What follows belongs to an exercise in optimizing a design on an open flow for small area, a short achievable clock period and few clock cycles per item; a production flow would make more cautious choices.
Function was not checked in any run shown here: the RTL went through the layout flow alone.
Power and IR drop assume default switching activity.

==> flow/design.v <==
module modbus_engine #(
    parameter N_COIL    = 64,
    parameter N_DI      = 32,
    parameter N_HR      = 32,
    parameter N_IR      = 16,
    parameter BASE_COIL = 16'h0010,
    parameter BASE_DI   = 16'h0200,
    parameter BASE_HR   = 16'h0100,
    parameter BASE_IR   = 16'h0300,
    parameter EXC_ADDR  = 8'h02
) (
    input  wire               clk,
    input  wire               rst,
    input  wire               rx_valid,
    input  wire [7:0]         rx_data,
    output wire               rx_ready,
    output wire               tx_valid,
    output wire [7:0]         tx_data,
    output wire               tx_last,
    input  wire               tx_ready,
    input  wire [N_DI-1:0]    di_in,
    input  wire [16*N_IR-1:0] ir_in
);
    integer i, b;
    reg         rdy_q;       
    reg  [4:0]  pos;         
    reg  [15:0] rem;         
    reg         rem1;        
    reg         rhz;         
    reg         decided;     
    reg         dec_q;       
    reg         short_q;     
    reg         pend;        
    reg  [1:0]  rc_q;        
    reg         p_hr, p_coil, p_reg;  
    reg         rc_ok;       
    reg         ex_q;        
    reg         ex2_q;       
    reg         rst_q;       
    reg         hdr_ok;      
    reg         tstarted;    
    reg  [7:0]  f0, f1, f2, f3, f6, f7, f8, f9, f10, f11, f12, f13, f14, f15, f16;
    reg  [6:0]  wleft;       
    reg  [5:0]  wptr;        
    reg         w0f;         
    reg         we_q;        
    reg         cwe_q;       
    reg  [15:0] wd_q;
    reg  [5:0]  wa_q;
    reg  [7:0]  cm_q;        
    reg  [63:0]  coil;
    reg  [511:0] hr;
    reg         tx_act;
    reg         tx_desc;     
    reg  [6:0]  o;           
    reg  [1:0]  tx_exc;
    reg         tx_bits, tx_regs, tx_echo, tx_pin, tx_17, tx_rwok;
    reg  [6:0]  tx_lo;       
    reg         o_lt5;       
    reg         o_ge9;       
    reg  [4:0]  tp;          
    reg  [4:0]  ra;          
    reg         rmw_q;       
    reg  [3:0]  tg;          
    reg  [2:0]  tsh;         
    reg  [6:0]  tbl;         
    reg         bpre;        
    reg  [15:0] rw_q;        
    reg  [7:0]  lo_q;        
    reg  [7:0]  bb_q;        
    reg         v0, v1, l0, l1;
    reg  [7:0]  d0, d1;
    wire [7:0]  fc  = f7;
    wire [15:0] A   = {f8, f9};
    wire [15:0] Q   = {f10, f11};
    wire [15:0] WA  = {f12, f13};
    wire [15:0] WQ  = {f14, f15};
    wire fc01 = fc == 8'h01, fc02 = fc == 8'h02, fc03 = fc == 8'h03, fc04 = fc == 8'h04;
    wire fc05 = fc == 8'h05, fc06 = fc == 8'h06, fc0f = fc == 8'h0F, fc10 = fc == 8'h10;
    wire fc16 = fc == 8'h16, fc17 = fc == 8'h17;
    wire known = fc01 | fc02 | fc03 | fc04 | fc05 | fc06 | fc0f | fc10 | fc16 | fc17;
    wire [6:0] ca = A[6:0] - 7'h10;                       
    reg       ac_q, ad_q, ah_q, ai_q, wah_q, wqr_q, wq0_q, wqb_q;
    reg [6:0] lc_q;
    reg [5:0] l32_q, lw_q;
    reg [4:0] li_q;
    reg       k01, k02, k03, k04, k05, k06, k0f, k10, k16, k17;
    always @(posedge clk) begin
        ac_q  <= (A[15:7] == 9'd0) && (A[6:0] >= 7'h10) && (A[6:0] <= 7'h4F);
        lc_q  <= 7'd64 - {1'b0, ca[5:0]};
        ad_q  <= A[15:5] == 11'h010;
        ah_q  <= A[15:5] == 11'h008;
        l32_q <= 6'd32 - {1'b0, A[4:0]};
        ai_q  <= A[15:4] == 12'h030;
        li_q  <= 5'd16 - {1'b0, A[3:0]};
        wah_q <= WA[15:5] == 11'h008;
        lw_q  <= 6'd32 - {1'b0, WA[4:0]};
        wqr_q <= (WQ[15:6] == 10'd0) && (WQ[5:0] <= lw_q);
        wq0_q <= WQ == 16'd0;
        wqb_q <= WQ > 16'd121;
        k01 <= fc01; k02 <= fc02; k03 <= fc03; k04 <= fc04; k05 <= fc05;
        k06 <= fc06; k0f <= fc0f; k10 <= fc10; k16 <= fc16; k17 <= fc17;
    end
    wire q0       = Q == 16'd0;
    wire rem_lt12 = (rem[15:8] == 8'd0) && (rem[7:0] < f12);
    wire rem_lt16 = (rem[15:8] == 8'd0) && (rem[7:0] < f16);
    wire rng_coil = ac_q && (Q[15:7] == 9'd0)  && (Q[6:0] <= lc_q);
    wire rng_di   = ad_q && (Q[15:6] == 10'd0) && (Q[5:0] <= l32_q);
    wire rng_hr   = ah_q && (Q[15:6] == 10'd0) && (Q[5:0] <= l32_q);
    wire rng_ir   = ai_q && (Q[15:5] == 11'd0) && (Q[4:0] <= li_q);
    wire rng_hrw  = wah_q && wqr_q;
    wire e3 = short_q ||
        ((k01 | k02) && (q0 || Q > 16'd2000)) ||
        ((k03 | k04) && (q0 || Q > 16'd125)) ||
        (k05 && !q0 && Q != 16'hFF00) ||
        (k0f && (q0 || Q > 16'd1984 || {f12, 3'b000} < Q[10:0] || rem_lt12)) ||
        (k10 && (q0 || Q > 16'd123 || f12 != {Q[6:0], 1'b0} || rem_lt12)) ||
        (k17 && (q0 || Q > 16'd125 || wq0_q || wqb_q || f16 != {WQ[6:0], 1'b0} || rem_lt16));
    wire e2 =
        (k01 && !rng_coil) || (k02 && !rng_di) || (k03 && !rng_hr) || (k04 && !rng_ir) ||
        (k05 && !ac_q) || ((k06 | k16) && !ah_q) || (k0f && !rng_coil) || (k10 && !rng_hr) ||
        (k17 && !(rng_hrw && rng_hr));
    wire [1:0] rc_c = !known ? 2'd1 : e3 ? 2'd3 : e2 ? 2'd2 : 2'd0;
    wire       ok_c = rc_c == 2'd0;
    reg [4:0] dpos;
    always @(*) begin
        case (fc)
            8'h01, 8'h02, 8'h03, 8'h04, 8'h05, 8'h06: dpos = 5'd11;
            8'h0F, 8'h10: dpos = 5'd12;
            8'h16:        dpos = 5'd13;
            8'h17:        dpos = 5'd16;
            default:      dpos = 5'd8;
        endcase
    end
    wire datafc = fc0f || fc10 || fc17;
    wire [15:0] hr_rd  = hr[16*ra +: 16];
    wire t_last   = tx_desc && o == tx_lo;
    wire gen_ok   = tx_act && (o_lt5 || tx_desc) && !(tx_17 && o_ge9 && !tx_rwok);
    wire gen_adv  = gen_ok && !v1;
    wire tx_free  = !tx_act || (gen_adv && t_last);
    wire tx_early = !pend && hdr_ok && !tstarted;
    wire tx_start = tx_free && (pend || tx_early);
    wire tx_load  = pend && (tx_free || !tx_desc);
    wire dload    = dec_q && tx_act && !tx_desc;
    wire any_load = tx_load || dload;
    wire tx_hr_rd   = tx_act && tx_desc && tx_regs && !tx_pin;
    wire tx_coil_rd = tx_act && tx_desc && tx_bits && !tx_pin;
    wire tx_reg_rd  = tx_act && tx_desc && tx_regs;
    wire        fire    = rx_valid && rdy_q;
    wire        last_r  = (pos >= 5'd6) && rem1;                     
    wire        last5   = (pos == 5'd5) && rhz && (rx_data == 8'd0);     
    wire        last    = last5 || last_r;
    wire        trig    = !decided && ((pos == 5'd7 && last_r) || (pos >= 5'd8 && (last_r || pos == dpos)));
    wire [7:0]  cmask   = (wleft >= 7'd8) ? 8'hFF : ((8'd1 << wleft[2:0]) - 8'd1);
    wire        wdat    = wleft != 7'd0;
    wire [6:0]  wl_dec  = short_q ? 7'd0 : fc0f ? Q[6:0] : fc10 ? f12[6:0] : fc17 ? f16[6:0] : 7'd0;
    wire        hi_dec  = dec_q && (fc10 || fc17) && !short_q;
    wire [6:0]  wl_dn   = !wdat ? 7'd0 : w0f ? ((wleft > 7'd8) ? wleft - 7'd8 : 7'd0) : wleft - 7'd1;
    wire [6:0]  wl0     = dec_q ? wl_dec : wleft;
    wire [6:0]  wl1     = dec_q ? (hi_dec ? wl_dec - 7'd1 : wl_dec) : last_r ? 7'd0 : wl_dn;
    wire [5:0]  wp_dec  = fc0f ? ca[5:0] : fc10 ? {1'b0, f9[4:0]} : {1'b0, f13[4:0]};
    wire [5:0]  wp0     = dec_q ? wp_dec : wptr;
    wire [5:0]  wp1     = dec_q ? wp_dec : (wdat && w0f) ? wptr + 6'd8 :
                          (wdat && wleft[0]) ? wptr + 6'd1 : wptr;
    wire [4:0] pos1     = last_r ? 5'd0 : (pos == 5'd17) ? pos : pos + 5'd1;
    wire       dec1     = trig;
    wire       decd1    = last_r ? 1'b0 : (trig | decided);
    wire       pend_n   = (dec_q & !dload) | (pend & !tx_load);
    wire       tact_n   = tx_start | (tx_act & !(gen_adv && t_last));
    wire [6:0] pz0      = {2'b00, pos};
    wire [6:0] pz1      = last_r ? 7'd0 : (pos == 5'd17) ? pz0 : pz0 + 7'd1;
    wire       ole0     = tx_start || (gen_adv ? (o < pz0) : (o <= pz0));
    wire       ole1     = tx_start || (gen_adv ? (o < pz1) : (o <= pz1));
    wire       tst_s    = tx_early | decided;                        
    wire       tst0     = tx_start ? tst_s : tstarted;
    wire       tst1     = tx_start ? (tst_s & !last_r) : (tstarted & !last_r);
    wire       hr_n     = tx_hr_rd   | (tx_load & p_hr)   | (dload & (fc03 | fc17));
    wire       coil_n   = tx_coil_rd | (tx_load & p_coil) | (dload & fc01);
    wire       reg_n    = tx_reg_rd  | (tx_load & p_reg)  | (dload & (fc03 | fc04 | fc17));
    wire       wnz0     = dec_q ? datafc : (wleft != 7'd0);
    wire       wnz1     = dec_q ? datafc : !last_r && (w0f ? (wleft > 7'd8) : (wleft > 7'd1));
    wire       hz_dec   = (fc05 & coil_n) | (fc06 & hr_n) | (fc16 & (hr_n | reg_n));
    wire       w0f_n    = dec_q ? fc0f : w0f;
    wire       hz_dat   = pend_n & (w0f_n ? coil_n : hr_n);           
    wire       desc_n   = any_load | (tx_desc & !tx_start);
    wire       own_n    = tact_n & !desc_n;
    wire       bf0 = (pos  <= 5'd13) && ((pend_n && !own_n) || (tact_n && !tst0 && ole0));
    wire       bf1 = (pos1 <= 5'd13) && (((pend_n || dec1)  && !own_n) || (tact_n && !tst1 && ole1));
    wire       dbub1 = dec1  && (pos1 >= 5'd9) && fc0f;                 
    wire       hb0 = (!decided && pos  >= 5'd9 && pos  == dpos && hz_dec) || (wnz0 && hz_dat);
    wire       hb1 = (!decd1   && pos1 >= 5'd9 && pos1 == dpos && hz_dec) || (wnz1 && hz_dat);
    wire       rdy0 = !bf0 && !hb0;
    wire       rdy1 = !bf1 && !dbub1 && !hb1;
    always @(posedge clk) begin
        if (rdy_q) begin
            if (pos == 5'd0)  f0  <= rx_data;
            if (pos == 5'd1)  f1  <= rx_data;
            if (pos == 5'd2)  f2  <= rx_data;
            if (pos == 5'd3)  f3  <= rx_data;
            if (pos == 5'd6)  f6  <= rx_data;
            if (pos == 5'd7)  f7  <= rx_data;
            if (pos == 5'd8)  f8  <= rx_data;
            if (pos == 5'd9)  f9  <= rx_data;
            if (pos == 5'd10) f10 <= rx_data;
            if (pos == 5'd11) f11 <= rx_data;
            if (pos == 5'd12) f12 <= rx_data;
            if (pos == 5'd13) f13 <= rx_data;
            if (pos == 5'd14) f14 <= rx_data;
            if (pos == 5'd15) f15 <= rx_data;
            if (pos == 5'd16) f16 <= rx_data;
        end
        if (fire) begin
            if (pos == 5'd4)
                rem[15:8] <= rx_data;
            else if (pos == 5'd5)
                rem[7:0]  <= rx_data;
            else
                rem <= rem - 16'd1;
            if (pos == 5'd4)
                rhz <= rx_data == 8'd0;
            rem1 <= (pos == 5'd5) ? (rhz && rx_data == 8'd1) : (rem == 16'd2);
        end
        if (fire && trig)
            short_q <= last_r && !(pos >= 5'd8 && pos == dpos);
        rst_q <= rst;
        if (dec_q) begin
            rc_q   <= rc_c;
            rc_ok  <= ok_c;
            p_hr   <= fc03 || fc17;
            p_coil <= fc01;
            p_reg  <= fc03 || fc04 || fc17;
            w0f    <= fc0f;
        end
        we_q  <= 1'b0;
        cwe_q <= 1'b0;
        if (ex_q) begin
            if (k05) begin
                cwe_q <= rc_ok;
                wa_q  <= ca[5:0];
                wd_q[7:0] <= {8{f10[0]}};
                cm_q  <= 8'h01;
            end
            if (k06) begin
                we_q <= rc_ok;
                wa_q <= {1'b0, f9[4:0]};
                wd_q <= {f10, f11};
            end
        end
        if (ex2_q && k16) begin
            we_q <= rc_ok;
            wa_q <= {1'b0, f9[4:0]};
            wd_q <= (rw_q & Q) | (WA & ~Q);
        end
        if (rdy_q && hi_dec)
            wd_q[15:8] <= rx_data;
        if (rdy_q && wleft != 7'd0 && !dec_q) begin
            wa_q <= wptr;
            cm_q <= cmask;
            if (w0f || wleft[0])
                wd_q[7:0] <= rx_data;
            else
                wd_q[15:8] <= rx_data;
        end
        wptr <= fire ? wp1 : wp0;
        if (fire && wdat) begin
            if (w0f)
                cwe_q <= rc_ok;
            else if (wleft[0])
                we_q  <= rc_ok;
        end
        if (rst) begin
            rdy_q    <= 1'b0;
            pos      <= 5'd0;
            hdr_ok   <= 1'b0;
            tstarted <= 1'b0;
            decided  <= 1'b0;
            dec_q    <= 1'b0;
            ex_q     <= 1'b0;
            ex2_q    <= 1'b0;
            pend     <= 1'b0;
            wleft    <= 7'd0;
            we_q     <= 1'b0;
            cwe_q    <= 1'b0;
        end else begin
            rdy_q <= fire ? rdy1 : rdy0;
            dec_q <= fire && trig;
            ex_q  <= dec_q;
            ex2_q <= ex_q;
            pend  <= pend_n;
            tstarted <= fire ? tst1 : tst0;
            hdr_ok   <= fire ? (pos == 5'd5 ? !(rhz && rx_data[7:1] == 7'd0) : hdr_ok & !last_r) : hdr_ok;
            pos      <= fire ? (last5 ? 5'd0 : pos1) : pos;
            decided  <= fire ? decd1 : decided;
            wleft    <= fire ? wl1 : wl0;
        end
    end
    wire [15:0] hwd  = rst_q ? 16'd0 : wd_q;
    wire [15:0] dwin = {8'd0, wd_q[7:0]} << wa_q[2:0];
    wire [15:0] mwin = {8'd0, cm_q} << wa_q[2:0];
    wire [3:0]  cg   = {1'b0, wa_q[5:3]};
    always @(posedge clk) begin
        for (i = 0; i < 32; i = i + 1)
            if (rst_q || (we_q && wa_q[4:0] == i))
                hr[16*i +: 16] <= hwd;
        if (rst_q) begin
            coil <= 64'd0;
        end else if (cwe_q) begin
            for (i = 0; i < 8; i = i + 1)
                for (b = 0; b < 8; b = b + 1) begin
                    if (cg == i && mwin[b])
                        coil[8*i + b] <= dwin[b];
                    else if (cg + 4'd1 == i && mwin[8 + b])
                        coil[8*i + b] <= dwin[8 + b];
                end
        end
    end
    wire [1:0] s_rc   = dload ? rc_c : rc_q;
    wire       s_exc  = s_rc != 2'd0;
    wire       s_bits = !s_exc && (fc01 || fc02);
    wire       s_regs = !s_exc && (fc03 || fc04 || fc17);
    wire [3:0] s_c8   = ({1'b0, Q[6:0]} + 8'd7) >> 3;
    wire [6:0] s_lo   = s_exc ? 7'd8 : s_bits ? 7'd8 + {3'd0, s_c8} :
                        s_regs ? 7'd8 + {Q[5:0], 1'b0} : fc16 ? 7'd13 : 7'd11;
    wire [5:0] rd_end = {1'b0, A[4:0]} + Q[5:0];
    wire [5:0] wr_end = {1'b0, WA[4:0]} + WQ[5:0];
    wire       rw_apart = (rd_end <= {1'b0, WA[4:0]}) || (wr_end <= {1'b0, A[4:0]});
    wire [6:0] s_bb   = fc01 ? {1'b0, ca[5:0]} : {2'b10, A[4:0]};
    wire         bfetch = !bpre || (gen_adv && tx_bits && o_ge9);
    wire [6:0]   tbl8  = (tbl > 7'd8) ? tbl - 7'd8 : 7'd0;
    wire [127:0] bsp   = {32'd0, di_in, coil};
    wire [15:0]  bwin  = bsp[8*tg +: 16];
    wire [7:0]   bmask = (tbl >= 7'd8) ? 8'hFF : ((8'd1 << tbl[2:0]) - 8'd1);
    wire         rhi   = gen_adv && tx_regs && o_ge9 && o[0];      
    wire         rmw_n = dec_q && fc16 && !short_q;                 
    wire [4:0]   tp_n  = any_load ? (fc04 ? {1'b0, A[3:0]} : A[4:0]) : tp + {4'd0, rhi};
    reg [7:0] tbyte;
    always @(*) begin
        case (o)
            7'd0: tbyte = f0;
            7'd1: tbyte = f1;
            7'd2: tbyte = f2;
            7'd3: tbyte = f3;
            7'd4: tbyte = 8'h00;
            7'd5: tbyte = {1'b0, tx_lo - 7'd5};
            7'd6: tbyte = f6;
            7'd7: tbyte = {f7[7] | (tx_exc != 2'd0), f7[6:0]};
            7'd8: tbyte = (tx_exc != 2'd0) ? {6'd0, tx_exc} : tx_echo ? f8 : {1'b0, tx_lo - 7'd8};
            default:
                if (tx_echo) begin
                    case (o[3:0])
                        4'd9:    tbyte = f9;
                        4'd10:   tbyte = f10;
                        4'd11:   tbyte = f11;
                        4'd12:   tbyte = f12;
                        default: tbyte = f13;
                    endcase
                end else if (tx_bits)
                    tbyte = bb_q;
                else
                    tbyte = o[0] ? rw_q[15:8] : lo_q;
        endcase
    end
    wire pop = v0 && tx_ready;
    always @(posedge clk) begin
        rw_q <= (tx_pin && !rmw_q) ? ir_in[16*ra[3:0] +: 16] : hr_rd;
        tp   <= tp_n;
        ra   <= rmw_n ? f9[4:0] : tp_n;
        rmw_q <= rmw_n;
        if (rhi)
            lo_q <= rw_q[7:0];
        if (bfetch) begin
            bb_q <= (bwin >> tsh) & bmask;
            tg   <= tg + 4'd1;
            tbl  <= tbl8;
            bpre <= 1'b1;
        end
        if (gen_adv) begin
            o <= o + 7'd1;
            if (o == 7'd4)
                o_lt5 <= 1'b0;
            if (o == 7'd8)
                o_ge9 <= 1'b1;
        end
        if (tx_start) begin
            o     <= 7'd0;
            o_lt5 <= 1'b1;
            o_ge9 <= 1'b0;
        end
        if (tx_start && !pend) begin
            tx_desc <= 1'b0;
            tx_bits <= 1'b0;
            tx_regs <= 1'b0;
            tx_17   <= 1'b0;
        end
        if (any_load) begin
            tx_desc <= 1'b1;
            tx_exc  <= s_rc;
            tx_bits <= s_bits;
            tx_regs <= s_regs;
            tx_echo <= !s_exc && !s_bits && !s_regs;
            tx_pin  <= fc02 || fc04;
            tx_17   <= !s_exc && fc17;
            tx_lo   <= s_lo;
            tg      <= s_bb[6:3];
            tsh     <= s_bb[2:0];
            tbl     <= Q[6:0];
            bpre    <= 1'b0;
        end
        if (any_load)
            tx_rwok <= rw_apart;
        else if (wleft == 7'd0 && !we_q)
            tx_rwok <= 1'b1;
        if (pop) begin
            if (v1) begin
                d0 <= d1;
                l0 <= l1;
            end else begin
                d0 <= tbyte;
                l0 <= t_last;
            end
        end else if (!v0) begin
            d0 <= tbyte;
            l0 <= t_last;
        end
        if (gen_adv && v0 && !pop) begin
            d1 <= tbyte;
            l1 <= t_last;
        end
        if (rst) begin
            tx_act <= 1'b0;
            v0     <= 1'b0;
            v1     <= 1'b0;
        end else begin
            if (tx_start)
                tx_act <= 1'b1;
            else if (gen_adv && t_last)
                tx_act <= 1'b0;
            if (pop)
                v0 <= v1 || gen_adv;
            else if (!v0)
                v0 <= gen_adv;
            if (pop)
                v1 <= 1'b0;
            else if (gen_adv && v0)
                v1 <= 1'b1;
        end
    end
    assign rx_ready = rdy_q;
    assign tx_valid = v0;
    assign tx_data  = d0;
    assign tx_last  = l0;
endmodule
==> flow/flow/run.sh <==
#!/bin/bash
# The standard layout; only the port buffer cell is chosen here (buf_2
# instead of the buffer ORFS picks by default). Every tool's output goes to
# standard.log in this folder.
export BUFFER_PORTS_ARGS="-buffer_cell sky130_fd_sc_hd__buf_2"
bash standard.sh > standard.log 2>&1
==> flow/standard.sh <==
#!/bin/bash
# synth_recipe.tcl (not shown) runs the flow's synth.tcl, then flattens the netlist and writes it again
# the make line also repeats each setting of config.mk as NAME=value (left out here)
make -C /OpenROAD-flow-scripts/flow DESIGN_CONFIG=/design/flow/config.mk WORK_HOME=/design/flow/orfs CLKGATE_MAP_FILE= SYNTH_SCRIPT=/design/flow/synth_recipe.tcl "${@:-finish}"
==> flow/config.mk <==
export PLATFORM = sky130hd
export DESIGN_NAME = modbus_engine
export DESIGN_NICKNAME = modbus_engine
export VERILOG_FILES = /design/flow/design.v
export SDC_FILE = /design/flow/constraint.sdc
export NUM_CORES = 4
export LEC_CHECK = 0
export CAP_MARGIN = 60
export CORE_MARGIN = 2
export CORE_UTILIZATION = 50
export CTS_CLUSTER_DIAMETER = 70
export CTS_CLUSTER_SIZE = 30
export PLACE_DENSITY = 0.6
export SLEW_MARGIN = 60
==> flow/constraint.sdc <==
create_clock -name core_clock -period 12.0 [get_ports {clk}]
set_input_delay 2.4000 -clock core_clock [delete_from_list [all_inputs] [get_ports {clk}]]
set_output_delay 2.4000 -clock core_clock [all_outputs]
set_load 0.01 [all_outputs]
==> impl_metrics.tcl, run 1 <==
set metrics [dict create \
    gp_congestion 0.9686 \
    min_path_cells 0 \
    clock-sinks 924 \
    syn_nets 3814 \
    drc 0 \
    crit_fanout 15 \
    cts_buffers 53 \
    worst_clock_skew_ns 0.03564 \
    antenna_found_initial 14 \
    yosys.area.top_type "edfxtp_1" \
    postCtsSetupRepairBufs 0 \
    synthFlopType "edfxtp_1" \
    fin_crit_ns 3.933 \
    synth-edff-count 740 \
    hold_ws_ns 0.4729 \
    hold_buffers 0 \
    wl_per_cell_um 30.52 \
    finalSetupViolations 0 \
    io-pin-count 311 \
    io_buffers 310 \
    tritoncts "built" \
    ys.warnings.count 1 \
    hold_end "lo_q[5]" \
    dr_wl_met3_um 11420 \
    drv_slew 0 \
    seq_area_frac_synth_pct 56.45 \
    p_per_area_mw_per_mm2 131.0 \
    yosysTopAreaCellShare_pct 48.42 \
    required_ns 12.54 \
    maxCapViolCount 0 \
    grt_overflow 0 \
    post_cts_resized 0 \
    drive_above_1_share_pct 25.86 \
    fillers 7379 \
    slew_headroom_pct 59.26 \
    dieArea_mm2 0.09422 \
    path_clk_slew_ns 0.10 \
    power_leakage_uw 0.01830 \
    die_height_um 307.0 \
    critPathCaptureType "register" \
    grtUsageTotal_pct 31.53 \
    synth_area_leaders "edfxtp_1 (48%), mux4_2 (13%), dfxtp_1 (8.0%)" \
    ant_nets 0 \
    period_share_pct 32.77 \
    m1WireLength_um 63370 \
    start_util_pct 50.29 \
    status "timing/DRC/antenna clean" \
    clockBufferDepth 3 \
    reg_top3 "hr x512, coil x64" \
    root_buffer "clkbuf_16" \
    async_flop_share_pct 0 \
    insertion_delay_ns 0.70 \
    drt_wl_total_um 149500 \
    row_count 111 \
    hpwl_um 106700 \
    vias 32030 \
    min_path_type "reg2reg" \
    critPathKind "reg2reg" \
    top_layer "met5" \
    r2r_setup_slack_ns 8.07 \
    r2r-start "pos[0]" \
    largest_reg_flops 512 \
    netlist_area_mm2 0.04589 \
    min_from "rw_q[5]" \
    grt_max_degree 113 \
    grt_first_pass_wirelength_um 216600 \
    core_area_mm2 0.09125 \
    synth_seq_cells 924 \
    wl_met2_um 70520 \
    htree_levels 2 \
    nets 4074 \
    hold_violations 0 \
    area_growth_pct 13.10 \
    max_flop_register "hr" \
    die_w_um 307.0 \
    initialDrtViolationCount 4311 \
    dr.pass1.iters 7 \
    syn_inst 3403 \
    max_slew.worst_pin.slew_ns 0.6111 \
    syn_avg_cell_area_um2 13.49 \
    r2r_end "rdy_q" \
    fmax_ghz 0.2543 \
    worst_r2r_path_depth 14 \
    yosysUniqueCellTypes 88 \
    irDropWorstVdd_mv 0.1632 \
    rsz0062_at_grt "no" \
    first_global_vias 31060 \
    viasPerCell 6.536 \
    finalSetupTns_ns 0 \
    start_kind "register" \
    cp.arrival_ns 4.47 \
]
-- synthesized netlist by cell type, types with 7 or more instances --
cell	instances
nor2b_1	47
and4_1	11
a222oi_1	10
nand2_1	185
a221oi_1	15
a21o_1	30
buf_1	32
nor2_1	166
o22ai_1	89
xor2_1	20
mux4_2	260
ha_1	109
mux2i_1	133
mux2_2	36
edfxtp_1	740
a211oi_1	27
nand2b_1	33
clkbuf_1	169
buf_2	14
o21bai_1	23
nand4_1	32
xnor2_1	72
o211ai_1	12
nor3b_1	9
nor4_1	28
o2111a_1	56
and3_1	16
nor3_1	118
o21ai_0	141
o21a_1	9
a22oi_1	28
nand3_1	51
a21oi_1	174
or3_1	19
o31ai_1	9
o2111ai_1	7
dfxtp_1	184
or2_2	12
inv_1	111
a31oi_1	27
and2_1	28
-- critical path, cell delays in order (launching register included) --
cell	delay [ns]
dfxtp_1	0.55
inv_1	0.18
ha_1	0.30
o211a_1	0.25
a21o_1	0.34
a21oi_1	0.51
inv_1	0.12
ha_1	0.31
nand4b_1	0.12
a21oi_1	0.05
a2111oi_0	0.37
nor3_1	0.08
or4_1	0.42
nand4_1	0.12
o22ai_1	0.09
-- worst max path at each step --
| stage | from | to | slack (ns) |
|---|---|---|---|
| floorplan | di_in[31] | bb_q[2] | 8.23 |
| global placement | rx_valid | wptr[0] | 7.56 |
| detailed placement | rx_valid | wptr[2] | 7.51 |
| CTS | pos[0] | rdy_q | 7.97 |
| global route | pos[0] | rdy_q | 7.74 |
| finish | pos[0] | rdy_q | 8.07 |
-- layout by cell type, fill, tap and decap left out, types with 62 or more instances in the layout --
cell type	netlist	final
a21oi_1	174	171
dfxtp_1	184	175
mux4_2	260	260
nor2_1	166	158
xnor2_1	72	72
o22ai_1	89	89
ha_1	109	107
mux2i_1	133	127
inv_1	111	110
edfxtp_1	740	740
o21ai_0	141	134
buf_4	0	62
nor3_1	118	111
nand2_1	185	177
buf_2	14	311
-- cells by family after synthesis --
kind of cell	Yosys count	share of synthesized area (%)
flip-flops	924	56.45
AND/OR/NAND/NOR	788	8.692
AO/OA/AOI/OAI	726	10.72
multiplexers	429	16.54
buffers and inverters	333	2.778
adder cells (fa/ha/maj)	111	3.059
XOR/XNOR	92	1.756
-- final cells by class --
class                      count  area (µm²)  share of cell area (%)
antenna                        9       22.52                 0.04339
clock buffer                  59        1390                   2.678
clock inverter                38       545.5                   1.051
inverter                     117       442.9                  0.8534
multi-input combinational   2146       19270                   37.12
sequential                   924       25930                   49.96
tap                         1186        1484                   2.859
timing repair buffer         421        2821                   5.436
-- through the flow --
| step | power (µW) | util (%) | instances | cell area [µm²] | setup WS, ns |
|---|---|---|---|---|---|
| 6_report | 6799 | 56.88 | 4900 | 51900 | 8.067 |
| 5_1_grt | 6999 | 56.87 | 4894 | 51890 | 7.735 |
| 3_3_place_gp | 4614 | 53.28 | 4732 | 48620 | 7.562 |
| 3_5_place_dp | 4680 | 54.44 | 4781 | 49670 | 7.507 |
| 2_1_floorplan | 4294 | - | 3403 | 45890 | 8.226 |
| 4_1_cts | 6818 | 56.56 | 4878 | 51610 | 7.968 |
-- per-layer routing --
metal	GRT usage, %	up-vias
met3	4.810	182
met5	0	-
met2	50.53	1432
met4	8.333	6
li1	-	13980
met1	45.17	16430
-- power by group --
group | leakage [µW] | internal [µW] | switching [µW]
Sequential | 0.00886 | 3690 | 97.3
Combinational | 0.00851 | 357 | 480
Clock | 0.000923 | 976 | 1200
Total | 0.0183 | 5020 | 1780
==> inputs of run 2 (changes only) <==
--- a/flow/design.v
+++ b/flow/design.v
@@ -192,7 +192,7 @@
     wire       rdy0 = !bf0 && !hb0;
     wire       rdy1 = !bf1 && !dbub1 && !hb1;
     always @(posedge clk) begin
-        if (rdy_q) begin
+        if (fire) begin
             if (pos == 5'd0)  f0  <= rx_data;
             if (pos == 5'd1)  f1  <= rx_data;
             if (pos == 5'd2)  f2  <= rx_data;
@@ -251,9 +251,9 @@
             wa_q <= {1'b0, f9[4:0]};
             wd_q <= (rw_q & Q) | (WA & ~Q);
         end
-        if (rdy_q && hi_dec)
+        if (fire && hi_dec)
             wd_q[15:8] <= rx_data;
-        if (rdy_q && wleft != 7'd0 && !dec_q) begin
+        if (fire && wleft != 7'd0 && !dec_q) begin
             wa_q <= wptr;
             cm_q <= cmask;
             if (w0f || wleft[0])
==> run 2 against run 1 <==
  * Still clean
  * Non-clock buffer count is 1 lower
  * Synthesized area fell by 0.31%
  * Sequential cell count is the same
  * Utilization grew 0.33 points
  * Clock power about the same
  * Combinational power shrank 13%
  * Sequential power up 1%
  * Worst hold slack lost 0.015 ns
  * Die area decreased by 0.31%
  * First-iteration DRC count down 7.7%
  * Count of clock-buffer cells in the layout stayed put
  * Largest power group unchanged
==> impl_metrics.tcl, run 2 <==
set metrics [dict create \
    antenna_found_initial 8 \
    clockBufferDepth 3 \
    max_flop_register "hr" \
    post_cts_resized 0 \
    p_switching_uw 1764 \
    finalSetupViolations 0 \
    rsz0062_at_grt "no" \
    drc 0 \
    cp.arrival_ns 4.39 \
    power_uw 6724 \
    synth_most_common_cell "edfxtp_1" \
    seq_area_frac_synth_pct 56.62 \
    fin_crit_ns 3.925 \
    pwr-share-comb_pct 10.8 \
    fillers 7314 \
    crit_fanout 11 \
    htree_levels 2 \
    insertion_delay_ns 0.68 \
    path_clk_slew_ns 0.10 \
    die_height_um 306.5 \
    hold_violations 0 \
    die_w_um 306.5 \
    gp_congestion 0.9972 \
    max_slew.worst_pin.slew_ns 0.6246 \
    syn_nets 3781 \
    drive_above_1_share_pct 26.21 \
    yosysTopAreaCellShare_pct 48.57 \
    dr.pass1.iters 10 \
    io-pin-count 311 \
    cts_buffers 54 \
    critPathCaptureType "register" \
    yosysUniqueCellTypes 85 \
    slew_headroom_pct 58.36 \
    syn_inst 3372 \
    dieArea_mm2 0.09393 \
    p_per_area_mw_per_mm2 130.2 \
    swShare_pct 26.24 \
    nets 4032 \
    netlist_area_mm2 0.04575 \
    synthFlopType "edfxtp_1" \
    start_util_pct 50.67 \
    maxCapViolCount 0 \
    power_leakage_uw 0.01832 \
    critPathKind "reg2reg" \
    async_flop_share_pct 0 \
    postCtsSetupRepairBufs 0 \
    start_kind "register" \
    synth_commonest_cells "edfxtp_1 (740), mux4_2 (260), clkbuf_1 (187), dfxtp_1 (184), nand2_1 (165)" \
    yosys.area.top_type "edfxtp_1" \
    irDropWorstVdd_mv 0.1373 \
    wl_per_cell_um 30.72 \
    syn_avg_cell_area_um2 13.57 \
    io_buffers 310 \
    required_ns 12.46 \
    largest_reg_flops 512 \
    core_area_mm2 0.09029 \
    tritoncts "built" \
    grt_overflow 0 \
    placed_cell_area_mm2 0.04945 \
    pwr-share-clk_pct 32.1 \
    grt_first_pass_wirelength_um 216800 \
    status "timing/DRC/antenna clean" \
    ant_nets 0 \
    min_path_type "reg2reg" \
    row_count 110 \
    antenna_cells 0 \
    hold_buffers 0 \
    viasPerCell 6.613 \
    grt_max_degree 114 \
    p_int_uw 4960 \
    layout_common_cells "edfxtp_1 (740), buf_2 (306), mux4_2 (260)" \
    initialDrtViolationCount 3979 \
    synth-edff-count 740 \
    grtUsageTotal_pct 31.48 \
    first_global_vias 31560 \
    final_area_mm2 0.05166 \
    final_common_cell "edfxtp_1" \
    period_share_pct 32.71 \
    reg_top3 "hr x512, coil x64" \
    finalSetupTns_ns 0 \
    fmax_ghz 0.2548 \
    hpwl_um 106700 \
    root_buffer "clkbuf_16" \
    drt_wl_total_um 148800 \
    ys.warnings.count 1 \
    area_growth_pct 12.92 \
    synth_seq_cells 924 \
    vias 32020 \
    clock-sinks 924 \
    fin_util_pct 57.22 \
    synth_area_leaders "edfxtp_1 (49%), mux4_2 (13%), dfxtp_1 (8.1%)" \
    worst_clock_skew_ns 0.04087 \
    drv_slew 0 \
    pwr-share-seq_pct 57.2 \
]
[run 2: kinds of logic after synthesis]
group / share of synthesized area (%)
AO/OA/AOI/OAI: 10.66
flip-flops: 56.62
XOR/XNOR: 1.819
multiplexers: 16.83
AND/OR/NAND/NOR: 8.199
adder cells (fa/ha/maj): 3.014
buffers and inverters: 2.853
[run 2: final timing paths]
path / startpoint / to / slack, ns / cells past startpoint
max: f11[2] / tx_lo[5] / 8.08 / 11
min: rw_q[6] / lo_q[6] / 0.46 / 0
max reg2reg: f11[2] / tx_lo[5] / 8.08 / 11
min reg2reg: rw_q[6] / lo_q[6] / 0.46 / 0
[run 2: power by group through the flow]
stage | clock (µW) | combinational (µW) | sequential, µW
2_1_floorplan | 0 | 400 | 3870
3_3_place_gp | 0 | 633 | 3910
3_5_place_dp | 0 | 703 | 3920
4_1_cts | 2190 | 706 | 3850
5_1_grt | 2300 | 773 | 3860
6_report | 2160 | 724 | 3840
[run 2: metal layers]
metal	part of all wire (%)	GRT usage [%]	routed length, µm
met5	0.018	0	27
met1	42	44.72	61820
met2	48	51.09	70830
met3	7.7	4.286	11480
met4	3.1	8.824	4616
[run 2: stage by stage]
step | instances | setup WS [ns] | hold WS (ns)
final | 4842 | 8.075 | 0.4580
after global routing | 4842 | 7.945 | 0.4652
after CTS | 4830 | 7.768 | 0.4561
after detailed placement | 4731 | 7.025 | 0.4325
after global placement | 4683 | 6.976 | 0.4279
after floorplan | 3372 | 7.504 | 0.4080
[run 2: area by class of cell]
type,count,area [µm²],share of cell area (%)
Clock buffer,59,1391,2.693
Tap cell,1176,1471,2.848
Timing Repair Buffer,420,2734,5.292
Clock inverter,40,566.8,1.097
Multi-Input combinational cell,2105,19120,37.01
Inverter,118,444.2,0.8598
Sequential cell,924,25930,50.20
[run 2: worst max-delay path, stage by stage, from the launching register on]
cell	delay, ns
edfxtp_1	0.57
buf_4	0.26
inv_1	0.15
ha_1	0.22
or4b_1	0.49
or3_1	0.35
a21o_2	0.21
a22oi_1	0.21
and4bb_1	0.24
nand4_2	0.16
o31a_1	0.49
nor3_1	0.37
==> inputs of run 3 (changes only) <==
--- a/flow/design.v
+++ b/flow/design.v
@@ -24,6 +24,7 @@
     integer i, b;
     reg         rdy_q;       
     reg  [4:0]  pos;         
+    reg  [4:0]  posp1;       
     reg  [15:0] rem;         
     reg         rem1;        
     reg         rhz;         
@@ -55,6 +56,8 @@
     reg  [6:0]  o;           
     reg  [1:0]  tx_exc;
     reg         tx_bits, tx_regs, tx_echo, tx_pin, tx_17, tx_rwok;
+    reg  [5:0]  wend_q;      
+    reg         rwq_ok;      
     reg  [6:0]  tx_lo;       
     reg         o_lt5;       
     reg         o_ge9;       
@@ -85,6 +88,7 @@
     reg [5:0] l32_q, lw_q;
     reg [4:0] li_q;
     reg       k01, k02, k03, k04, k05, k06, k0f, k10, k16, k17;
+    reg [4:0] dpm1;          
     always @(posedge clk) begin
         ac_q  <= (A[15:7] == 9'd0) && (A[6:0] >= 7'h10) && (A[6:0] <= 7'h4F);
         lc_q  <= 7'd64 - {1'b0, ca[5:0]};
@@ -100,8 +104,10 @@
         wqb_q <= WQ > 16'd121;
         k01 <= fc01; k02 <= fc02; k03 <= fc03; k04 <= fc04; k05 <= fc05;
         k06 <= fc06; k0f <= fc0f; k10 <= fc10; k16 <= fc16; k17 <= fc17;
+        dpm1 <= dpos - 5'd1;
     end
     wire q0       = Q == 16'd0;
+    wire [5:0] wr_end = {1'b0, WA[4:0]} + WQ[5:0];        
     wire rem_lt12 = (rem[15:8] == 8'd0) && (rem[7:0] < f12);
     wire rem_lt16 = (rem[15:8] == 8'd0) && (rem[7:0] < f16);
     wire rng_coil = ac_q && (Q[15:7] == 9'd0)  && (Q[6:0] <= lc_q);
@@ -132,10 +138,10 @@
             default:      dpos = 5'd8;
         endcase
     end
-    wire datafc = fc0f || fc10 || fc17;
+    wire datafc = k0f || k10 || k17;      
     wire [15:0] hr_rd  = hr[16*ra +: 16];
     wire t_last   = tx_desc && o == tx_lo;
-    wire gen_ok   = tx_act && (o_lt5 || tx_desc) && !(tx_17 && o_ge9 && !tx_rwok);
+    wire gen_ok   = tx_act && (o_lt5 || tx_desc) && !(tx_17 && o_ge9 && o[0] && !tx_rwok && !rwq_ok);
     wire gen_adv  = gen_ok && !v1;
     wire tx_free  = !tx_act || (gen_adv && t_last);
     wire tx_early = !pend && hdr_ok && !tstarted;
@@ -153,16 +159,20 @@
     wire        trig    = !decided && ((pos == 5'd7 && last_r) || (pos >= 5'd8 && (last_r || pos == dpos)));
     wire [7:0]  cmask   = (wleft >= 7'd8) ? 8'hFF : ((8'd1 << wleft[2:0]) - 8'd1);
     wire        wdat    = wleft != 7'd0;
-    wire [6:0]  wl_dec  = short_q ? 7'd0 : fc0f ? Q[6:0] : fc10 ? f12[6:0] : fc17 ? f16[6:0] : 7'd0;
-    wire        hi_dec  = dec_q && (fc10 || fc17) && !short_q;
+    wire [6:0]  wl_dec  = short_q ? 7'd0 : k0f ? Q[6:0] : k10 ? f12[6:0] : k17 ? f16[6:0] : 7'd0;
+    wire [6:0]  wl_dm1  = short_q ? 7'd0 : k10 ? f12[6:0] - 7'd1 : f16[6:0] - 7'd1;
+    wire        hi_dec  = dec_q && (k10 || k17) && !short_q;
     wire [6:0]  wl_dn   = !wdat ? 7'd0 : w0f ? ((wleft > 7'd8) ? wleft - 7'd8 : 7'd0) : wleft - 7'd1;
     wire [6:0]  wl0     = dec_q ? wl_dec : wleft;
-    wire [6:0]  wl1     = dec_q ? (hi_dec ? wl_dec - 7'd1 : wl_dec) : last_r ? 7'd0 : wl_dn;
-    wire [5:0]  wp_dec  = fc0f ? ca[5:0] : fc10 ? {1'b0, f9[4:0]} : {1'b0, f13[4:0]};
+    wire [6:0]  wl1     = dec_q ? (hi_dec ? wl_dm1 : wl_dec) : last_r ? 7'd0 : wl_dn;
+    wire [5:0]  wp_dec  = k0f ? ca[5:0] : k10 ? {1'b0, f9[4:0]} : {1'b0, f13[4:0]};
     wire [5:0]  wp0     = dec_q ? wp_dec : wptr;
     wire [5:0]  wp1     = dec_q ? wp_dec : (wdat && w0f) ? wptr + 6'd8 :
                           (wdat && wleft[0]) ? wptr + 6'd1 : wptr;
-    wire [4:0] pos1     = last_r ? 5'd0 : (pos == 5'd17) ? pos : pos + 5'd1;
+    wire [4:0] pos1     = last_r ? 5'd0 : posp1;
+    wire       p1le13   = last_r || pos <= 5'd12;                      
+    wire       p1ge9    = !last_r && pos >= 5'd8;                      
+    wire       p1dp     = !last_r && pos == dpm1;                      
     wire       dec1     = trig;
     wire       decd1    = last_r ? 1'b0 : (trig | decided);
     wire       pend_n   = (dec_q & !dload) | (pend & !tx_load);
@@ -179,16 +189,16 @@
     wire       reg_n    = tx_reg_rd  | (tx_load & p_reg)  | (dload & (fc03 | fc04 | fc17));
     wire       wnz0     = dec_q ? datafc : (wleft != 7'd0);
     wire       wnz1     = dec_q ? datafc : !last_r && (w0f ? (wleft > 7'd8) : (wleft > 7'd1));
-    wire       hz_dec   = (fc05 & coil_n) | (fc06 & hr_n) | (fc16 & (hr_n | reg_n));
-    wire       w0f_n    = dec_q ? fc0f : w0f;
+    wire       hz_dec   = (k05 & coil_n) | (k06 & hr_n) | (k16 & (hr_n | reg_n));
+    wire       w0f_n    = dec_q ? k0f : w0f;
     wire       hz_dat   = pend_n & (w0f_n ? coil_n : hr_n);           
     wire       desc_n   = any_load | (tx_desc & !tx_start);
     wire       own_n    = tact_n & !desc_n;
     wire       bf0 = (pos  <= 5'd13) && ((pend_n && !own_n) || (tact_n && !tst0 && ole0));
-    wire       bf1 = (pos1 <= 5'd13) && (((pend_n || dec1)  && !own_n) || (tact_n && !tst1 && ole1));
-    wire       dbub1 = dec1  && (pos1 >= 5'd9) && fc0f;                 
+    wire       bf1 = p1le13 && (((pend_n || dec1)  && !own_n) || (tact_n && !tst1 && ole1));
+    wire       dbub1 = dec1  && p1ge9 && k0f;                           
     wire       hb0 = (!decided && pos  >= 5'd9 && pos  == dpos && hz_dec) || (wnz0 && hz_dat);
-    wire       hb1 = (!decd1   && pos1 >= 5'd9 && pos1 == dpos && hz_dec) || (wnz1 && hz_dat);
+    wire       hb1 = (!decd1   && p1ge9 && p1dp && hz_dec) || (wnz1 && hz_dat);
     wire       rdy0 = !bf0 && !hb0;
     wire       rdy1 = !bf1 && !dbub1 && !hb1;
     always @(posedge clk) begin
@@ -229,7 +239,8 @@
             p_hr   <= fc03 || fc17;
             p_coil <= fc01;
             p_reg  <= fc03 || fc04 || fc17;
-            w0f    <= fc0f;
+            w0f    <= k0f;
+            wend_q <= wr_end;
         end
         we_q  <= 1'b0;
         cwe_q <= 1'b0;
@@ -271,6 +282,7 @@
         if (rst) begin
             rdy_q    <= 1'b0;
             pos      <= 5'd0;
+            posp1    <= 5'd1;
             hdr_ok   <= 1'b0;
             tstarted <= 1'b0;
             decided  <= 1'b0;
@@ -290,6 +302,7 @@
             tstarted <= fire ? tst1 : tst0;
             hdr_ok   <= fire ? (pos == 5'd5 ? !(rhz && rx_data[7:1] == 7'd0) : hdr_ok & !last_r) : hdr_ok;
             pos      <= fire ? (last5 ? 5'd0 : pos1) : pos;
+            posp1    <= fire ? ((last5 || last_r) ? 5'd1 : (posp1 == 5'd17) ? posp1 : posp1 + 5'd1) : posp1;
             decided  <= fire ? decd1 : decided;
             wleft    <= fire ? wl1 : wl0;
         end
@@ -322,7 +335,6 @@
     wire [6:0] s_lo   = s_exc ? 7'd8 : s_bits ? 7'd8 + {3'd0, s_c8} :
                         s_regs ? 7'd8 + {Q[5:0], 1'b0} : fc16 ? 7'd13 : 7'd11;
     wire [5:0] rd_end = {1'b0, A[4:0]} + Q[5:0];
-    wire [5:0] wr_end = {1'b0, WA[4:0]} + WQ[5:0];
     wire       rw_apart = (rd_end <= {1'b0, WA[4:0]}) || (wr_end <= {1'b0, A[4:0]});
     wire [6:0] s_bb   = fc01 ? {1'b0, ca[5:0]} : {2'b10, A[4:0]};
     wire         bfetch = !bpre || (gen_adv && tx_bits && o_ge9);
@@ -365,6 +377,8 @@
         rw_q <= (tx_pin && !rmw_q) ? ir_in[16*ra[3:0] +: 16] : hr_rd;
         tp   <= tp_n;
         ra   <= rmw_n ? f9[4:0] : tp_n;
+        rwq_ok <= !((we_q && wa_q[4:0] == ra) ||
+                    (wleft != 7'd0 && {1'b0, ra} >= wptr && {1'b0, ra} < wend_q));
         rmw_q <= rmw_n;
         if (rhi)
             lo_q <= rw_q[7:0];
==> run 3 against run 2 <==
  * Sequential power down 5%
  * Global-route usage up 0.16 points
  * Clock skew up 0.0051 ns
  * Synthesized cell count up 3.1%
  * Fmax down 6.1%
  * Synthesized area up 1.6%
  * Worst hold slack better by 0.027 ns
  * Cell count up 3.9%
  * Count of clock-buffer cells in the layout down 3
  * Clock power about the same
  * Critical path type is now in2reg
  * Highest routed layer unchanged
==> impl_metrics.tcl, run 3 <==
set metrics [dict create \
    status "timing/DRC/antenna clean" \
    grtUsageTotal_pct 31.64 \
    top_usage_layer "met2" \
    synthFlopType "edfxtp_1" \
    yosys.area.top_type "edfxtp_1" \
    reg_top3 "hr x512, coil x64" \
    tritoncts "built" \
    gp_congestion 1.044 \
    slew_headroom_pct 59.14 \
    area_growth_pct 13.08 \
    post_cts_resized 0 \
    fin_crit_ns 4.180 \
    clock-sinks 941 \
    syn_nets 3898 \
    critPathKind "in2reg" \
    synth_top_family_by_area "multiplexers" \
    drive_above_1_share_pct 25.40 \
    path_clk_slew_ns 0.08 \
    antenna_found_initial 13 \
    min_path_type "reg2reg" \
    clockBufferDepth 3 \
    max_flop_register "hr" \
    postCtsSetupRepairBufs 0 \
    pwr-share-clk_pct 33.5 \
    viasPerCell 6.403 \
    synthMuxAreaShare_pct 16.27 \
    rsz0062_at_grt "no" \
    start_util_pct 50.54 \
    ant_nets 0 \
    drv_slew 0 \
    p_switching_uw 1623 \
    finalSetupTns_ns 0 \
    power_leakage_uw 0.01856 \
    finalSetupViolations 0 \
    synth_seq_cells 941 \
    hold_buffers 0 \
    crit_fanout 21 \
    hold_violations 0 \
    synth-edff-count 746 \
    worst_clock_skew_ns 0.04593 \
    max_slew.worst_pin.slew_ns 0.5959 \
    pwr-share-seq_pct 56.9 \
    yosysTopAreaCellShare_pct 48.21 \
    synthSimpleGateAreaFrac_pct 8.065 \
    nets 4157 \
    hold_ws_ns 0.4847 \
    pwr-share-comb_pct 9.6 \
    core_area_mm2 0.09194 \
    largest_reg_flops 512 \
    yosys.area_share.adder_pct 3.318 \
    syn_inst 3476 \
    swShare_pct 25.26 \
    cp.arrival_ns 4.77 \
    synth_most_common_cell "edfxtp_1" \
    syn_avg_cell_area_um2 13.37 \
    htree_levels 2 \
    grt_first_pass_wirelength_um 218900 \
    cts_buffers 53 \
    synth_commonest_cells "edfxtp_1 (746), mux4_2 (255), nand2_1 (199), dfxtp_1 (195), o21ai_0 (181)" \
    maxCapViolCount 0 \
    met2_usage_pct 51.18 \
    dieArea_mm2 0.09538 \
    required_ns 12.59 \
    final_common_cell "edfxtp_1" \
    vias 32200 \
    insertion_delay_ns 0.69 \
    grt_overflow 0 \
    die_height_um 308.8 \
    wl_per_cell_um 29.99 \
    start_kind "input port" \
    io-pin-count 311 \
    synthXorXnorAreaFrac_pct 2.055 \
    irDropWorstVdd_mv 0.1496 \
    synth_area_leaders "edfxtp_1 (48%), mux4_2 (12%), dfxtp_1 (8.4%)" \
    fmax_ghz 0.2393 \
    grt_max_degree 68 \
    async_flop_share_pct 0 \
    yosysUniqueCellTypes 76 \
    seq_area_frac_synth_pct 56.61 \
    initialDrtViolationCount 3828 \
    hpwl_um 108100 \
    die_w_um 308.8 \
    synth-compound-area-share_pct 10.86 \
    use_met1_pct 43.09 \
    io_buffers 310 \
    ys.warnings.count 1 \
    p_int_uw 4802 \
    first_global_vias 31700 \
    use_met3_pct 5.159 \
    layout_common_cells "edfxtp_1 (746), buf_2 (309), mux4_2 (255)" \
    period_share_pct 34.83 \
    root_buffer "clkbuf_16" \
    dr.pass1.iters 6 \
    drc 0 \
    p_per_area_mw_per_mm2 122.3 \
    critPathCaptureType "register" \
    drt_wl_total_um 150800 \
    row_count 111 \
    netlist_area_mm2 0.04646 \
]
[run 3: path summary, 6_finish.rpt]
path,startpoint,to,slack [ns],depth (start not counted)
worst min-delay path,o_lt5,o_lt5,0.48,1
worst max register to register,f11[7],tx_lo[3],8.08,9
worst min register to register,o_lt5,o_lt5,0.48,1
worst max-delay path,rx_data[3],posp1[1],7.82,7
[run 3: per-layer routing]
| metal | share of wire (%) | vias to the layer above |
|---|---|---|
| li1 | - | 14180 |
| met1 | 41 | 16400 |
| met2 | 47 | 1356 |
| met3 | 7.5 | 255 |
| met4 | 4.2 | 6 |
| met5 | 0.099 | - |
[run 3: per-stage QoR]
stage / setup WS (ns) / total power (µW) / utilization (%) / instance area, µm² / std cells
6_report: 7.820 / 6425 / 57.15 / 52540 / 5029
5_1_grt: 7.733 / 6606 / 57.12 / 52520 / 5019
4_1_cts: 7.877 / 6448 / 56.87 / 52290 / 5007
3_5_place_dp: 7.180 / 4335 / 54.81 / 50390 / 4912
3_3_place_gp: 6.926 / 4303 / 53.64 / 49320 / 4864
2_1_floorplan: 7.591 / 4048 / - / 46460 / 3476
[run 3: cells by family after synthesis]
kind of cell             Yosys count
buffers and inverters            346
multiplexers                     432
adder cells (fa/ha/maj)          122
XOR/XNOR                         109
AO/OA/AOI/OAI                    761
AND/OR/NAND/NOR                  765
flip-flops                       941
[run 3: area by class of cell]
| type | count | area [µm²] |
|---|---|---|
| clock inverter | 39 | 545.5 |
| timing repair buffer | 427 | 2833 |
| inverter | 123 | 462.9 |
| sequential | 941 | 26340 |
| fill | 7508 | 39400 |
| clock buffer | 56 | 1348 |
| multi-input combinational | 2189 | 19430 |
| tap | 1243 | 1555 |
| antenna | 11 | 27.53 |
[run 3: power groups by stage]
stage          registers, µW  logic (µW)  clock network [µW]
2_1_floorplan           3710         337                   0
3_3_place_gp            3730         569                   0
3_5_place_dp            3730         603                   0
4_1_cts                 3660         605                2190
5_1_grt                 3670         652                2290
6_report                3660         614                2150
[run 3: worst max-delay path, stage by stage]
cell	delay, ns
buf_2	0.27
nor4_1	0.42
nand4_1	0.33
o21a_1	0.38
a41o_1	0.32
or3b_2	0.47
a21oi_1	0.14
==> inputs of run 4 (changes only) <==
--- a/flow/design.v
+++ b/flow/design.v
@@ -147,8 +147,7 @@
     wire tx_early = !pend && hdr_ok && !tstarted;
     wire tx_start = tx_free && (pend || tx_early);
     wire tx_load  = pend && (tx_free || !tx_desc);
-    wire dload    = dec_q && tx_act && !tx_desc;
-    wire any_load = tx_load || dload;
+    wire any_load = tx_load;
     wire tx_hr_rd   = tx_act && tx_desc && tx_regs && !tx_pin;
     wire tx_coil_rd = tx_act && tx_desc && tx_bits && !tx_pin;
     wire tx_reg_rd  = tx_act && tx_desc && tx_regs;
@@ -175,7 +174,7 @@
     wire       p1dp     = !last_r && pos == dpm1;                      
     wire       dec1     = trig;
     wire       decd1    = last_r ? 1'b0 : (trig | decided);
-    wire       pend_n   = (dec_q & !dload) | (pend & !tx_load);
+    wire       pend_n   = dec_q | (pend & !tx_load);
     wire       tact_n   = tx_start | (tx_act & !(gen_adv && t_last));
     wire [6:0] pz0      = {2'b00, pos};
     wire [6:0] pz1      = last_r ? 7'd0 : (pos == 5'd17) ? pz0 : pz0 + 7'd1;
@@ -184,9 +183,9 @@
     wire       tst_s    = tx_early | decided;                        
     wire       tst0     = tx_start ? tst_s : tstarted;
     wire       tst1     = tx_start ? (tst_s & !last_r) : (tstarted & !last_r);
-    wire       hr_n     = tx_hr_rd   | (tx_load & p_hr)   | (dload & (fc03 | fc17));
-    wire       coil_n   = tx_coil_rd | (tx_load & p_coil) | (dload & fc01);
-    wire       reg_n    = tx_reg_rd  | (tx_load & p_reg)  | (dload & (fc03 | fc04 | fc17));
+    wire       hr_n     = tx_hr_rd   | (tx_load & p_hr);
+    wire       coil_n   = tx_coil_rd | (tx_load & p_coil);
+    wire       reg_n    = tx_reg_rd  | (tx_load & p_reg);
     wire       wnz0     = dec_q ? datafc : (wleft != 7'd0);
     wire       wnz1     = dec_q ? datafc : !last_r && (w0f ? (wleft > 7'd8) : (wleft > 7'd1));
     wire       hz_dec   = (k05 & coil_n) | (k06 & hr_n) | (k16 & (hr_n | reg_n));
@@ -262,9 +261,9 @@
             wa_q <= {1'b0, f9[4:0]};
             wd_q <= (rw_q & Q) | (WA & ~Q);
         end
-        if (fire && hi_dec)
+        if (rdy_q && hi_dec)
             wd_q[15:8] <= rx_data;
-        if (fire && wleft != 7'd0 && !dec_q) begin
+        if (rdy_q && wleft != 7'd0 && !dec_q) begin
             wa_q <= wptr;
             cm_q <= cmask;
             if (w0f || wleft[0])
@@ -327,7 +326,7 @@
                 end
         end
     end
-    wire [1:0] s_rc   = dload ? rc_c : rc_q;
+    wire [1:0] s_rc   = rc_q;
     wire       s_exc  = s_rc != 2'd0;
     wire       s_bits = !s_exc && (fc01 || fc02);
     wire       s_regs = !s_exc && (fc03 || fc04 || fc17);
==> run 4 against run 3 <==
  * Still clean on timing, DRC and antenna
  * Via count is 0.17% higher
  * Global-route usage is 0.071 points higher
  * Synthesized area is 0.20% higher
  * Critical endpoint unchanged
  * Largest cell class unchanged
==> impl_metrics.tcl, run 4 <==
set metrics [dict create \
    p_switching_uw 2646 \
    yosys.area.top_type "edfxtp_1" \
    layout_common_cells "edfxtp_1 (746), buf_2 (312), mux4_2 (260)" \
    synth_commonest_cells "edfxtp_1 (746), mux4_2 (260), nand2_1 (200), dfxtp_1 (195), a21oi_1 (175)" \
    start_kind "input port" \
    drv_slew 0 \
    hpwl_um 108600 \
    finalSetupViolations 0 \
    worst-path-buf-inv 1 \
    drt_wl_total_um 150900 \
    status "timing/DRC/antenna clean" \
    maxCapViolCount 0 \
    vias 32260 \
    seq_area_frac_synth_pct 56.50 \
    drive_above_1_share_pct 24.93 \
    syn_nets 3890 \
    cp_cell_sequence "buf_2 > nor4_1 > nand4_1 > o21a_1 > a41o_1 > or3b_2 > a21oi_1" \
    max_stage_delay_ns 0.47 \
    critPathKind "in2reg" \
    dieArea_mm2 0.09557 \
    pwr-share-comb_pct 22.6 \
    required_ns 12.58 \
    synthFlopType "edfxtp_1" \
    area_growth_pct 12.48 \
    cp_slowest_cell "or3b_2" \
    pwr-share-clk_pct 26.8 \
    root_buffer "clkbuf_16" \
    yosysTopAreaCellShare_pct 48.11 \
    finalSetupTns_ns 0 \
    cts_buffers 55 \
    pwr-share-seq_pct 50.6 \
    die_w_um 309.2 \
    hold_violations 0 \
    period_share_pct 33.08 \
    reg_top3 "hr x512, coil x64" \
    worst_r2r_path_depth 14 \
    rsz0062_at_grt "no" \
    post_cts_resized 0 \
    grtUsageTotal_pct 31.71 \
    p_per_area_mw_per_mm2 158.8 \
    ys.warnings.count 1 \
    yosysUniqueCellTypes 86 \
    worst-path-stages 7 \
    syn_inst 3468 \
    first_global_vias 31920 \
    synth_area_leaders "edfxtp_1 (48%), mux4_2 (13%), dfxtp_1 (8.4%)" \
    instances_no_fill 4997 \
    final_common_cell "edfxtp_1" \
    io-pin-count 311 \
    wl_per_cell_um 30.20 \
    grt_overflow 0 \
    p_int_uw 5668 \
    synth_most_common_cell "edfxtp_1" \
    netlist_area_mm2 0.04656 \
    swShare_pct 31.83 \
    gp_congestion 1.002 \
    path_delay_family "simple AND/OR/NAND/NOR gates" \
    hold_ws_ns 0.4612 \
    ant_nets 0 \
    path_clk_slew_ns 0.10 \
    io_buffers 310 \
    power_leakage_uw 0.01864 \
    cp.arrival_ns 4.55 \
    clock-sinks 941 \
    crit_fanout 20 \
    async_flop_share_pct 0 \
    critPathCaptureType "register" \
    largest_reg_flops 512 \
    dp_cells 4884 \
    htree_levels 2 \
    insertion_delay_ns 0.69 \
    dr.pass1.iters 8 \
    tritoncts "built" \
    postCtsSetupRepairBufs 0 \
    drc 0 \
    row_count 111 \
    fmax_ghz 0.2519 \
    grt_max_degree 113 \
    initialDrtViolationCount 3775 \
    fin_crit_ns 3.970 \
    synth-edff-count 746 \
    nets 4130 \
    hold_buffers 0 \
    worst_clock_skew_ns 0.05752 \
    grt_first_pass_wirelength_um 220000 \
    viasPerCell 6.455 \
    min_path_cells 2 \
    irDropWorstVdd_mv 0.1422 \
    antenna_found_initial 11 \
    syn_avg_cell_area_um2 13.43 \
    core_area_mm2 0.09194 \
    start_util_pct 50.64 \
    slew_headroom_pct 59.02 \
    synth_seq_cells 941 \
    clockBufferDepth 3 \
    min_path_type "reg2reg" \
    max_slew.worst_pin.slew_ns 0.5976 \
    die_height_um 309.2 \
    max_flop_register "hr" \
]
run 4: layout make-up:
cell class,instances,area [µm²]
clock inverter,40,599.3
multi-input combinational,2172,19360
clock buffer,60,1405
inverter,125,469.2
fill,7405,39570
timing repair buffer,413,2633
tap,1243,1555
antenna,3,7.507
sequential,941,26340
run 4: stage by stage:
stage	area (µm²)	worst slack (ns)	total power, µW	utilization [%]
after floorplan	46560	7.851	5349	-
after global placement	49220	7.189	5948	53.54
after detailed placement	50100	7.379	6104	54.49
after CTS	52100	8.029	8305	56.67
after global routing	52370	7.923	8638	56.96
final	52370	8.030	8314	56.96
run 4: logic make-up after synthesis:
family                     share of synthesized area (%)
DFF                                                56.50
adders and majority gates                          3.311
and+or+nand+nor                                    8.145
buffers and inverters                              2.988
muxes                                              16.40
AOI/OAI and AO/OA                                  10.55
xor gates and xnor gates                           2.107
run 4: power groups by stage:
stage / combinational (µW) / clock [µW] / sequential, µW
6_report: 1880 / 2220 / 4210
5_1_grt: 2020 / 2380 / 4240
4_1_cts: 1830 / 2270 / 4210
3_5_place_dp: 1820 / 0 / 4280
3_3_place_gp: 1670 / 0 / 4280
2_1_floorplan: 1190 / 0 / 4160
run 4: tightest hold or removal path: cells and delay by family, from the launching register on:
kind          cells  cell delay, ns
flops             1            0.33
simple gates      2            0.10
run 4: per-layer routing:
| metal | GRT usage, % | vias up | wire [µm] |
|---|---|---|---|
| met5 | 0 | - | 41 |
| li1 | - | 14080 | - |
| met2 | 52.51 | 1400 | 73250 |
| met3 | 4.652 | 249 | 10420 |
| met1 | 43.04 | 16520 | 61370 |
| met4 | 10.84 | 6 | 5806 |
run 4: path summary, 6_finish.rpt:
path | to | slack [ns] | start
worst max register to register | rdy_q | 8.24 | pos[0]
worst min register to register | o_lt5 | 0.46 | o_lt5
worst min-delay path | o_lt5 | 0.46 | o_lt5
worst max-delay path | posp1[1] | 8.03 | rx_data[3]
==> inputs of run 5 (changes only) <==
--- a/flow/design.v
+++ b/flow/design.v
@@ -24,7 +24,6 @@
     integer i, b;
     reg         rdy_q;       
     reg  [4:0]  pos;         
-    reg  [4:0]  posp1;       
     reg  [15:0] rem;         
     reg         rem1;        
     reg         rhz;         
@@ -168,7 +167,7 @@
     wire [5:0]  wp0     = dec_q ? wp_dec : wptr;
     wire [5:0]  wp1     = dec_q ? wp_dec : (wdat && w0f) ? wptr + 6'd8 :
                           (wdat && wleft[0]) ? wptr + 6'd1 : wptr;
-    wire [4:0] pos1     = last_r ? 5'd0 : posp1;
+    wire [4:0] pos1     = last_r ? 5'd0 : (pos == 5'd17) ? pos : pos + 5'd1;
     wire       p1le13   = last_r || pos <= 5'd12;                      
     wire       p1ge9    = !last_r && pos >= 5'd8;                      
     wire       p1dp     = !last_r && pos == dpm1;                      
@@ -177,9 +176,11 @@
     wire       pend_n   = dec_q | (pend & !tx_load);
     wire       tact_n   = tx_start | (tx_act & !(gen_adv && t_last));
     wire [6:0] pz0      = {2'b00, pos};
-    wire [6:0] pz1      = last_r ? 7'd0 : (pos == 5'd17) ? pz0 : pz0 + 7'd1;
-    wire       ole0     = tx_start || (gen_adv ? (o < pz0) : (o <= pz0));
-    wire       ole1     = tx_start || (gen_adv ? (o < pz1) : (o <= pz1));
+    wire       o_le_p   = o <= pz0;
+    wire       o_eq_p1  = o == pz0 + 7'd1;
+    wire       ole0     = tx_start || (gen_adv ? (o < pz0) : o_le_p);
+    wire       ole1     = tx_start || (last_r ? (!gen_adv && o == 7'd0) :
+                                       gen_adv ? o_le_p : (o_le_p || o_eq_p1));
     wire       tst_s    = tx_early | decided;                        
     wire       tst0     = tx_start ? tst_s : tstarted;
     wire       tst1     = tx_start ? (tst_s & !last_r) : (tstarted & !last_r);
@@ -281,7 +282,6 @@
         if (rst) begin
             rdy_q    <= 1'b0;
             pos      <= 5'd0;
-            posp1    <= 5'd1;
             hdr_ok   <= 1'b0;
             tstarted <= 1'b0;
             decided  <= 1'b0;
@@ -301,7 +301,6 @@
             tstarted <= fire ? tst1 : tst0;
             hdr_ok   <= fire ? (pos == 5'd5 ? !(rhz && rx_data[7:1] == 7'd0) : hdr_ok & !last_r) : hdr_ok;
             pos      <= fire ? (last5 ? 5'd0 : pos1) : pos;
-            posp1    <= fire ? ((last5 || last_r) ? 5'd1 : (posp1 == 5'd17) ? posp1 : posp1 + 5'd1) : posp1;
             decided  <= fire ? decd1 : decided;
             wleft    <= fire ? wl1 : wl0;
         end
==> run 5 against run 4 <==
  * Clock skew fell by 0.011 ns
  * Synthesized area fell by 1.1%
  * Largest power group unchanged
  * Power down 8.2%
  * Cell count is 1.7% lower
==> impl_metrics.tcl, run 5 <==
set metrics [dict create \
    status "timing/DRC/antenna clean" \
    min_path_type "reg2reg" \
    pwr-share-clk_pct 30.0 \
    layout_common_cells "edfxtp_1 (746), buf_2 (315), mux4_2 (260)" \
    hold_violations 0 \
    final_common_cell "edfxtp_1" \
    regArea_mm2 0.02624 \
    drc 0 \
    die_height_um 307.5 \
    die_w_um 307.5 \
    drv_slew 0 \
    async_flop_share_pct 0 \
    root_buffer "clkbuf_16" \
    netlist_area_mm2 0.04606 \
    viasPerCell 6.512 \
    synth_area_leaders "edfxtp_1 (49%), mux4_2 (13%), dfxtp_1 (8.3%)" \
    syn_avg_cell_area_um2 13.48 \
    syn_inst 3417 \
    nets 4089 \
    r2r-start "ra[0]" \
    seq_area_frac_synth_pct 56.89 \
    clockBufferDepth 3 \
    io_buffers 310 \
    insertion_delay_ns 0.72 \
    pwr-share-seq_pct 54.2 \
    yosysUniqueCellTypes 76 \
    fmax_ghz 0.2372 \
    maxCapViolCount 0 \
    hold_buffers 0 \
    path_clk_slew_ns 0.10 \
    cp.arrival_ns 4.83 \
    tritoncts "built" \
    core_area_mm2 0.09152 \
    period_share_pct 35.13 \
    start_util_pct 50.33 \
    cp_slowest_cell "inv_2" \
    yosys.area.top_type "edfxtp_1" \
    irDropWorstVdd_mv 0.1369 \
    max_flop_register "hr" \
    critPathKind "in2reg" \
    grt_overflow 0 \
    worst_clock_skew_ns 0.04605 \
    drt_wl_total_um 149300 \
    ant_nets 0 \
    cp_cell_sequence "buf_2 > nand2_1 > buf_4 > inv_2 > nand3_1 > nor2_4 > mux2i_1 > o21ai_0 > a21boi_0 > o22ai_1" \
    vias 31980 \
    reg_top3 "hr x512, coil x64" \
    row_count 111 \
    initialDrtViolationCount 3743 \
    crit_fanout 23 \
    synth-edff-count 746 \
    p_per_area_mw_per_mm2 146.1 \
    finalSetupTns_ns 0 \
    dr.pass1.iters 6 \
    synth_most_common_cell "edfxtp_1" \
    min_from "rw_q[5]" \
    finalSetupViolations 0 \
    grtUsageTotal_pct 31.56 \
    clock-sinks 936 \
    max_slew.worst_pin.slew_ns 0.6021 \
    instances_no_fill 4911 \
    drive_above_1_share_pct 25.37 \
    wl_per_cell_um 30.41 \
    grt_first_pass_wirelength_um 217700 \
    hold_ws_ns 0.4714 \
    r2r_end "rw_q[12]" \
    power_leakage_uw 0.01858 \
    min_path_cells 0 \
    p_int_uw 5456 \
    hold_end "lo_q[5]" \
    io-pin-count 311 \
]
==> run 5: cell types whose count changed after synthesis, sizes merged, moves of 12 or more <==
cell | before | now
nor2 | 156 | 190
o22ai | 96 | 69
buf | 57 | 43
and2 | 25 | 10
nor3 | 110 | 125
xor2 | 42 | 30
nand2 | 200 | 172
a22oi | 28 | 15
a221oi | 10 | 25
nand3 | 61 | 43
o21ai | 171 | 158
==> run 5: layout make-up <==
cell class	count	area share, %
Sequential cell	936	50.26
Multi-Input combinational cell	2137	36.64
Timing Repair Buffer	421	5.273
Tap cell	1186	2.843
Clock buffer	62	2.728
Clock inverter	42	1.357
Inverter	123	0.8845
Antenna cell	4	0.01918
==> run 5: power by group through the flow <==
stage	Clock [µW]	Combinational, µW	Sequential, µW
2_1_floorplan	0	692	4120
3_3_place_gp	0	1070	4190
3_5_place_dp	0	1160	4210
4_1_cts	2330	1170	4140
5_1_grt	2430	1280	4160
6_report	2290	1200	4130
==> run 5: worst max path at each step <==
| stage | end | slack (ns) | startpoint | cells after the start |
|---|---|---|---|---|
| floorplan | register | 7.77 | rx_valid | 8 |
| global placement | register | 6.41 | rx_valid | 10 |
| detailed placement | register | 6.97 | rx_valid | 10 |
| CTS | register | 7.68 | rx_valid | 10 |
| global route | register | 7.60 | rx_valid | 10 |
| finish | register | 7.78 | rx_valid | 10 |
==> run 5: cell families (layout without fill, tap and decap cells) <==
family / after synthesis / count (layout) / synth area share, %
AND/OR/NAND/NOR: 764 / 764 / 8.100
adder cells (fa/ha/maj): 115 / 115 / 3.151
AO/OA/AOI/OAI: 725 / 725 / 10.60
other: 0 / 4 / 0
multiplexers: 430 / 430 / 16.48
flip-flops: 936 / 936 / 56.89
XOR/XNOR: 103 / 103 / 1.958
buffers and inverters: 344 / 648 / 2.828
==> run 5: critical path, delay by kind of cell <==
family | cells | cell delay [ns]
AND/OR/NAND/NOR | 3 | 0.86
AO/OA/AOI/OAI | 3 | 0.47
buffers and inverters | 3 | 0.81
multiplexers | 1 | 0.28
==> run 5: metal layers <==
layer	GRT usage [%]	wire length, µm
met4	8.009	3904
met3	4.783	11090
met5	0	0
met2	51.21	71310
met1	44.86	63020
==> run 5: metrics by stage <==
step / instance area (µm²) / utilization [%] / setup WS [ns] / power (µW)
final: 52200 / 57.03 / 7.784 / 7628
after global routing: 52190 / 57.03 / 7.604 / 7872
after CTS: 51950 / 56.76 / 7.682 / 7633
after detailed placement: 49820 / 54.43 / 6.972 / 5372
after global placement: 48820 / 53.34 / 6.407 / 5265
after floorplan: 46060 / - / 7.769 / 4812
